Context: an optimization exercise on an open-source flow, tuned for small area, a short achievable clock period and few clock cycles per item. The choices shown serve that exercise and are no tape-out recipe.
At most, simulation tests tie the RTL to the original design; equivalence was not proved.
Power figures rest on the tool's default switching activity, not on a simulated workload.

==> job 6181: inputs <==
==> flow/design.v <==
module thermal_q_enc (
    input  wire        en,          
    input  wire [31:0] temp,
    output wire [8:0]  word,
    output wire        nan
);
    wire        sign = temp[31];
    wire [7:0]  e    = temp[30:23];
    wire [22:0] f    = temp[22:0];
    assign nan = en & (&e) & (|f);
    wire e_gt = e[7] & (|e[6:3] | (e[2] & (e[1] | e[0])));
    wire e_eq = e[7] & ~|e[6:3] & e[2] & ~e[1] & ~e[0];
    wire f_gt = f[22] | (f[21] & |f[20:0]);
    wire above = e_gt | (e_eq & f_gt);
    wire tiny = ~e[7] & ~(&e[6:3] & (e[2] | e[1]));
    wire [23:0] m = {1'b1, f};
    wire [16:2] c;                            
    assign c[2] = 1'b0;
    genvar i;
    generate
        for (i = 2; i < 16; i = i + 1) begin : lo
            assign c[i+1] = (m[i] & m[i-2]) | (c[i] & (m[i] | m[i-2]));
        end
    endgenerate
    wire [10:0] ha = {3'b000, m[23:16]};
    wire [10:0] hb = {1'b0, m[23:14]};
    wire [11:0] hc;
    wire [10:0] s5;
    assign hc[0] = c[16];
    generate
        for (i = 0; i < 11; i = i + 1) begin : hi
            assign s5[i]   = ha[i] ^ hb[i] ^ hc[i];
            assign hc[i+1] = (ha[i] & hb[i]) | (hc[i] & (ha[i] | hb[i]));
        end
    endgenerate
    wire [3:0]  k  = 4'd4 - e[3:0];
    wire [10:0] t1 = k[0] ? {1'b0, s5[10:1]}  : s5;
    wire [10:0] t2 = k[1] ? {2'b0, t1[10:2]}  : t1;
    wire [10:0] t4 = k[2] ? {4'b0, t2[10:4]}  : t2;
    wire [9:0]  t  = k[3] ? {7'b0, t4[10:8]}  : t4[9:0];
    wire [9:0]  ic;
    wire [8:0]  r;
    assign ic[0] = t[0];
    generate
        for (i = 0; i < 9; i = i + 1) begin : inc
            assign r[i]    = t[i+1] ^ ic[i];
            assign ic[i+1] = t[i+1] & ic[i];
        end
    endgenerate
    wire zero = ~en | (&e & |f) | sign | tiny;
    assign word = zero ? 9'd0 : above ? 9'd400 : r;
endmodule
module thermal_q_dec (
    input  wire [15:0] word,
    output wire [30:0] temp         
);
    wire        one = (word[15:1] == 15'd0) & word[0];
    wire        nz  = |word;
    wire [15:0] w   = {word[15:2], word[1] | one, word[0] & ~one};
    wire [2:0]  rc [0:16];
    wire [15:0] qq;
    assign rc[16] = 3'b000;
    genvar j;
    generate
        for (j = 15; j >= 0; j = j - 1) begin : div
            wire [2:0] a = rc[j+1];
            wire       b = w[j];
            assign qq[j]    = a[1] & (a[0] | b);
            assign rc[j][2] = a[0] & ~(~a[2] & a[1] & b) & ~(a[2] & ~b);
            assign rc[j][1] = (~a[2] & a[0]) | (a[2] & ~a[0] & ~b) | (a[0] & b);
            assign rc[j][0] = (~a[2] & b) | (a[1] & ~b);
        end
    endgenerate
    wire [13:0] q = qq[13:0];       
    wire [2:0]  r = rc[0];
    reg  [3:0]  pb;                 
    always @* begin
        case (r)
            3'b001:  pb = 4'b0011;
            3'b110:  pb = 4'b0110;
            3'b111:  pb = 4'b1001;
            3'b011:  pb = 4'b1100;
            default: pb = 4'b0000;
        endcase
    end
    wire        z8 = ~|q[13:6];
    wire [13:0] qa = z8 ? {q[5:0], pb, pb} : q;
    wire        z4 = ~|qa[13:10];
    wire [13:0] qb = z4 ? {qa[9:0], pb} : qa;
    wire        z2 = ~|qb[13:12];
    wire [13:0] qc = z2 ? {qb[11:0], pb[3:2]} : qb;
    wire        z1 = ~qc[13];
    wire [13:0] qn = z1 ? {qc[12:0], z2 ? pb[1] : pb[3]} : qc;
    reg  [9:0]  f;
    always @* begin
        case ({r, z2, z1})
            {3'b001, 2'd0}, {3'b110, 2'd3}, {3'b111, 2'd1}, {3'b011, 2'd2}: f = 10'd205;
            {3'b001, 2'd1}, {3'b110, 2'd0}, {3'b111, 2'd2}, {3'b011, 2'd3}: f = 10'd410;
            {3'b001, 2'd3}, {3'b110, 2'd2}, {3'b111, 2'd0}, {3'b011, 2'd1}: f = 10'd614;
            {3'b001, 2'd2}, {3'b110, 2'd1}, {3'b111, 2'd3}, {3'b011, 2'd0}: f = 10'd819;
            default: f = 10'd0;
        endcase
    end
    wire [3:0]  s    = {z8, z4, z2, z1};
    reg  [7:0]  expo;
    always @* begin
        case (s)
            4'd0: expo = 8'd139;
            4'd1: expo = 8'd138;
            4'd2: expo = 8'd137;
            4'd3: expo = 8'd136;
            4'd4: expo = 8'd135;
            4'd5: expo = 8'd134;
            4'd6: expo = 8'd133;
            4'd7: expo = 8'd132;
            4'd8: expo = 8'd131;
            4'd9: expo = 8'd130;
            4'd10: expo = 8'd129;
            4'd11: expo = 8'd128;
            4'd12: expo = 8'd127;
            4'd13: expo = 8'd126;
            4'd14: expo = 8'd125;
            4'd15: expo = 8'd124;
        endcase
        if (one) expo = 8'd123;
    end
    assign temp = {expo & {8{nz}}, qn[12:0], f};
endmodule
module thermal_quant (
    input  wire        clk,
    input  wire        rst,           
    input  wire        in_valid,
    output wire        in_ready,
    input  wire        in_op,         
    input  wire [31:0] in_data,       
    output wire        out_valid,
    input  wire        out_ready,
    output wire [31:0] out_data,      
    output wire        out_nan        
);
    reg        skd_free, cmd_valid, rsp_valid;    
    reg [32:0] skd, cmd;              
    reg [30:0] rsp_data;
    reg        rsp_nan;
    wire [8:0]  enc_word;
    wire        enc_nan;
    wire [30:0] dec_temp;
    thermal_q_enc u_enc (
        .en   (!cmd[32]),
        .temp (cmd[31:0]),
        .word (enc_word),
        .nan  (enc_nan)
    );
    thermal_q_dec u_dec (
        .word (cmd[15:0] & {16{cmd[32]}}),
        .temp (dec_temp)
    );
    wire   skd_valid = !skd_free;
    assign in_ready = skd_free;
    wire   accept   = in_valid && skd_free;
    wire   ld_rsp   = !rsp_valid || out_ready;
    wire   ld_cmd   = !cmd_valid || ld_rsp;
    always @(posedge clk) begin
        if (rst) begin
            skd_free  <= 1'b1;
            cmd_valid <= 1'b0;
            rsp_valid <= 1'b0;
        end else begin
            if (ld_rsp)
                rsp_valid <= cmd_valid;
            if (ld_cmd)
                cmd_valid <= skd_valid || accept;
            skd_free  <= ld_cmd || (skd_free && !accept);
        end
    end
    always @(posedge clk) begin
        if (skd_free)
            skd <= {in_op, in_data};
        if (ld_cmd)
            cmd <= skd_valid ? skd : {in_op, in_data};
        if (ld_rsp) begin
            rsp_data <= dec_temp | {22'd0, enc_word};
            rsp_nan  <= enc_nan;
        end
    end
    assign out_valid = rsp_valid;
    assign out_data  = {1'b0, rsp_data};
    assign out_nan   = rsp_nan;
endmodule
==> flow/flow/run.sh <==
#!/bin/bash
# Layout flow: the standard synthesis, the same synthesis with an area-oriented
# ABC script (used when its registers match the standard synthesis's exactly),
# then the standard layout with plain buf_1 buffers on the ports. The area
# synthesis leaves adders to ABC (no full/half-adder cells).
set -euo pipefail
W=$PWD
R=results/sky130hd/thermal_quant/base

# 1. The standard synthesis: the reference for the registers.
bash standard.sh "WORK_HOME=$W/orfs_ref" synth > synth_ref.log 2>&1

# 2. The same synthesis with flow/area.abc as ABC's script.
NET=$W/orfs_ref/$R/1_2_yosys.v
if MY_ABC_SCRIPT=$W/flow/area.abc bash standard.sh "WORK_HOME=$W/orfs_area" \
     "SYNTH_SCRIPT=$W/flow/synth.tcl" "ADDER_MAP_FILE=" synth > synth_area.log 2>&1; then
  regs() { grep -oE '^ *sky130_fd_sc_hd__[a-z0-9_]*df[a-z0-9_]* [^ ]+' "$1" | sed 's/^ *//; s/_[0-9]* / /' | sort; }
  regs "$NET" > regs_ref.txt
  regs "$W/orfs_area/$R/1_2_yosys.v" > regs_area.txt
  if cmp -s regs_ref.txt regs_area.txt && [ -s regs_ref.txt ]; then
    NET=$W/orfs_area/$R/1_2_yosys.v
  fi
fi
echo "netlist: $NET" > netlist_used.txt

# 3. The standard layout of that netlist.
bash standard.sh "SYNTH_NETLIST_FILES=$NET" \
  "BUFFER_PORTS_ARGS=-buffer_cell sky130_fd_sc_hd__buf_1" \
  "SETUP_SLACK_MARGIN=${MARGIN:-34.9}" finish > layout.log 2>&1
==> flow/flow/area.abc <==
strash
&get -n
&deepsyn -I 4 -J 50
&put
strash
&get -n
&dch -f
&nf -p -R 1000
&put
==> flow/flow/synth.tcl <==
# The standard synthesis script (synth_recipe.tcl), with ABC's mapping script
# replaced by flow/area.abc (an area-oriented mapping).
proc synth {args} { yosys synth -nofsm -noshare {*}$args }
proc abc {args} {
  set i [lsearch -exact $args -script]
  if {$i >= 0} { lset args [expr {$i + 1}] $::env(MY_ABC_SCRIPT) }
  yosys abc {*}$args
}
source $::env(SCRIPTS_DIR)/synth.tcl
# left out here: clear keep_hierarchy, flatten, clean up, hide names made inside functions, write 1_2_yosys.v
==> flow/standard.sh <==
#!/bin/bash
# synth_recipe.tcl (not shown) runs the flow's synth.tcl, then flattens the netlist and writes it again
# the make line also repeats each setting of config.mk as NAME=value (left out here)
make -C /OpenROAD-flow-scripts/flow DESIGN_CONFIG=/design/flow/config.mk WORK_HOME=/design/flow/orfs CLKGATE_MAP_FILE= SYNTH_SCRIPT=/design/flow/synth_recipe.tcl "${@:-finish}"
==> flow/config.mk <==
export PLATFORM = sky130hd
export DESIGN_NAME = thermal_quant
export DESIGN_NICKNAME = thermal_quant
export VERILOG_FILES = /design/flow/design.v
export SDC_FILE = /design/flow/constraint.sdc
export NUM_CORES = 4
export LEC_CHECK = 0
export ABC_AREA = 1
export CAP_MARGIN = 20
export CORE_MARGIN = 2
export CORE_UTILIZATION = 40
export CTS_BUF_LIST = sky130_fd_sc_hd__clkbuf_8
export SLEW_MARGIN = 20
==> flow/constraint.sdc <==
create_clock -name core_clock -period 45.0 [get_ports {clk}]
set_input_delay 9.0000 -clock core_clock [delete_from_list [all_inputs] [get_ports {clk}]]
set_output_delay 9.0000 -clock core_clock [all_outputs]
set_load 0.01 [all_outputs]
==> job 2934 (differences from job 6181) <==
--- a/flow/design.v
+++ b/flow/design.v
@@ -52,19 +52,27 @@
 endmodule
 module thermal_q_dec (
-    input  wire [15:0] word,
+    input  wire [15:0] word,        
     output wire [30:0] temp         
 );
     wire        one = (word[15:1] == 15'd0) & word[0];
     wire        nz  = |word;
-    wire [15:0] w   = {word[15:2], word[1] | one, word[0] & ~one};
-    wire [2:0]  rc [0:16];
-    wire [15:0] qq;
-    assign rc[16] = 3'b000;
+    wire [16:0] w   = {1'b0, word[15:2], word[1] | one, word[0] & ~one};
+    wire        s8 = (w[16:9] == 8'd0) & ~(w[8] & (w[7] | w[6]));         
+    wire [16:0] y8 = s8 ? {w[8:0], 8'd0} : w;
+    wire        s4 = (y8[16:13] == 4'd0) & ~(y8[12] & (y8[11] | y8[10]));  
+    wire [16:0] y4 = s4 ? {y8[12:0], 4'd0} : y8;
+    wire        s2 = (y4[16:15] == 2'd0) & ~(y4[14] & (y4[13] | y4[12]));  
+    wire [16:0] y2 = s2 ? {y4[14:0], 2'd0} : y4;
+    wire        s1 = ~y2[16] & ~(y2[15] & (y2[14] | y2[13]));              
+    wire [16:0] y  = s1 ? {y2[15:0], 1'd0} : y2;
+    wire [2:0]  rc [0:14];
+    wire [13:0] q;
+    assign rc[14] = y[16] ? 3'b011 : y[15] ? (y[14] ? 3'b111 : 3'b110) : 3'b000;
     genvar j;
     generate
-        for (j = 15; j >= 0; j = j - 1) begin : div
+        for (j = 13; j >= 0; j = j - 1) begin : div
             wire [2:0] a = rc[j+1];
-            wire       b = w[j];
-            assign qq[j]    = a[1] & (a[0] | b);
+            wire       b = y[j];
+            assign q[j]     = a[1] & (a[0] | b);
             assign rc[j][2] = a[0] & ~(~a[2] & a[1] & b) & ~(a[2] & ~b);
             assign rc[j][1] = (~a[2] & a[0]) | (a[2] & ~a[0] & ~b) | (a[0] & b);
@@ -72,58 +80,31 @@
         end
     endgenerate
-    wire [13:0] q = qq[13:0];       
     wire [2:0]  r = rc[0];
-    reg  [3:0]  pb;                 
+    reg  [9:0]  f;
     always @* begin
         case (r)
-            3'b001:  pb = 4'b0011;
-            3'b110:  pb = 4'b0110;
-            3'b111:  pb = 4'b1001;
-            3'b011:  pb = 4'b1100;
-            default: pb = 4'b0000;
-        endcase
-    end
-    wire        z8 = ~|q[13:6];
-    wire [13:0] qa = z8 ? {q[5:0], pb, pb} : q;
-    wire        z4 = ~|qa[13:10];
-    wire [13:0] qb = z4 ? {qa[9:0], pb} : qa;
-    wire        z2 = ~|qb[13:12];
-    wire [13:0] qc = z2 ? {qb[11:0], pb[3:2]} : qb;
-    wire        z1 = ~qc[13];
-    wire [13:0] qn = z1 ? {qc[12:0], z2 ? pb[1] : pb[3]} : qc;
-    reg  [9:0]  f;
-    always @* begin
-        case ({r, z2, z1})
-            {3'b001, 2'd0}, {3'b110, 2'd3}, {3'b111, 2'd1}, {3'b011, 2'd2}: f = 10'd205;
-            {3'b001, 2'd1}, {3'b110, 2'd0}, {3'b111, 2'd2}, {3'b011, 2'd3}: f = 10'd410;
-            {3'b001, 2'd3}, {3'b110, 2'd2}, {3'b111, 2'd0}, {3'b011, 2'd1}: f = 10'd614;
-            {3'b001, 2'd2}, {3'b110, 2'd1}, {3'b111, 2'd3}, {3'b011, 2'd0}: f = 10'd819;
+            3'b001:  f = 10'd205;
+            3'b110:  f = 10'd410;
+            3'b111:  f = 10'd614;
+            3'b011:  f = 10'd819;
             default: f = 10'd0;
         endcase
     end
-    wire [3:0]  s    = {z8, z4, z2, z1};
+    wire [3:0]  s = {s8, s4, s2, s1};
     reg  [7:0]  expo;
     always @* begin
         case (s)
-            4'd0: expo = 8'd139;
-            4'd1: expo = 8'd138;
-            4'd2: expo = 8'd137;
-            4'd3: expo = 8'd136;
-            4'd4: expo = 8'd135;
-            4'd5: expo = 8'd134;
-            4'd6: expo = 8'd133;
-            4'd7: expo = 8'd132;
-            4'd8: expo = 8'd131;
-            4'd9: expo = 8'd130;
-            4'd10: expo = 8'd129;
-            4'd11: expo = 8'd128;
-            4'd12: expo = 8'd127;
-            4'd13: expo = 8'd126;
-            4'd14: expo = 8'd125;
-            4'd15: expo = 8'd124;
+            4'd0:  expo = 8'd139;  4'd1:  expo = 8'd138;
+            4'd2:  expo = 8'd137;  4'd3:  expo = 8'd136;
+            4'd4:  expo = 8'd135;  4'd5:  expo = 8'd134;
+            4'd6:  expo = 8'd133;  4'd7:  expo = 8'd132;
+            4'd8:  expo = 8'd131;  4'd9:  expo = 8'd130;
+            4'd10: expo = 8'd129;  4'd11: expo = 8'd128;
+            4'd12: expo = 8'd127;  4'd13: expo = 8'd126;
+            4'd14: expo = 8'd125;  default: expo = 8'd124;
         endcase
         if (one) expo = 8'd123;
     end
-    assign temp = {expo & {8{nz}}, qn[12:0], f};
+    assign temp = {expo & {8{nz}}, q[12:0], f};
 endmodule
 module thermal_quant (
==> flow/flow/area.abc (replaced) <==
strash
&get -n
&deepsyn -I 4 -J 50
&put
strash
&get -n
&dch -f
&nf -p -R 1000
&put
strash
&get -n
&dch -f
&nf -p -R 1000
&put
strash
&get -n
&dch -f
&nf -p -R 1000
&put
==> job 3870 (differences from job 6181) <==
==> flow/flow/area.abc (replaced) <==
strash
&get -n
&deepsyn -I 4 -J 50
&put
strash
&get -n
&dch -f
&nf -p -R 1000
&put
strash
&get -n
&dch -f
&nf -p -R 1000
&put
strash
&get -n
&dch -f
&nf -p -R 1000
&put
--- a/flow/config.mk
+++ b/flow/config.mk
@@ -9,5 +9,5 @@
 export CAP_MARGIN = 20
 export CORE_MARGIN = 2
-export CORE_UTILIZATION = 40
+export CORE_UTILIZATION = 70
 export CTS_BUF_LIST = sky130_fd_sc_hd__clkbuf_8
 export SLEW_MARGIN = 20
==> notes.md <==
Job 3870 went through all stages and came out clean. Job 2934 completed without violations. Job 6181 finished with timing, DRC and antenna clean. In job 3870 the die area is smaller than in job 2934, by 41%. Against job 2934, the worst setup slack of job 3870 is worse by 120 ps. In job 2934 the synthesized cell count is larger than in job 3870, by about 1.7%. Sequential share of layout area: job 2934 < job 6181 < job 3870. Hold slack, highest first: job 3870, job 6181, job 2934. Between job 2934 and job 6181, the lower sequential power is in job 6181 (gap about 10%, measured against job 6181). Between job 6181 and job 3870, the lower register-to-register slack is in job 6181 (gap 30 ps). Global-route usage: job 3870 > job 6181 > job 2934. Against job 3870, the synthesized area of job 2934 is smaller by 1.3%. Cell count, highest first: job 2934, job 6181, job 3870.
Testbench counts of job 6181, summed over its fixed seeds: cycles 12,304, items 12,288.
Testbench counts of job 3870, summed over its fixed seeds: cycles 12,304, items 12,288.
Only the layout flow was run in job 2934; the RTL was not checked for function there.

[separate check: timing with driven ports]
The results above use ideal ports. As a check the final layouts listed here were re-extracted and re-timed, cells and wires unchanged. Step 1 (the two cells are an assumption about what drives the block):
set clk [get_ports {clk}]
set_driving_cell -lib_cell sky130_fd_sc_hd__clkbuf_16 $clk
set_driving_cell -lib_cell sky130_fd_sc_hd__buf_2 [delete_from_list [all_inputs] $clk]
Step 2, shift: input delay + t, output delay - t, t = (earliest + latest rising clock arrival at the registers) / 2. This alone moves slack from input paths to output paths. Slacks: ideal ports / drivers / drivers and shift; pairs: ideal ports / drivers.
| run | t, ns | setup WS [ns] | hold WS [ns] | latest minus earliest clock arrival (ns) | worst data-port slew with drivers (ns) |
|---|---|---|---|---|---|
| job 6181 | 0.406 | 35.031 / 34.997 / 34.654 | 0.463 / 0.463 / 0.463 | 0.013 / 0.013 | 0.03 |
| job 2934 | 0.409 | 35.015 / 34.993 / 34.619 | 0.462 / 0.462 / 0.462 | 0.007 / 0.007 | 0.03 |
| job 3870 | 0.396 | 34.892 / 34.904 / 34.509 | 0.469 / 0.469 / 0.469 | 0.015 / 0.015 | 0.05 |
After both steps every run listed still meets setup and hold. The setup slack of job 2934, which loses most, moves by -0.022 ns with the drivers and by -0.396 ns with both steps.
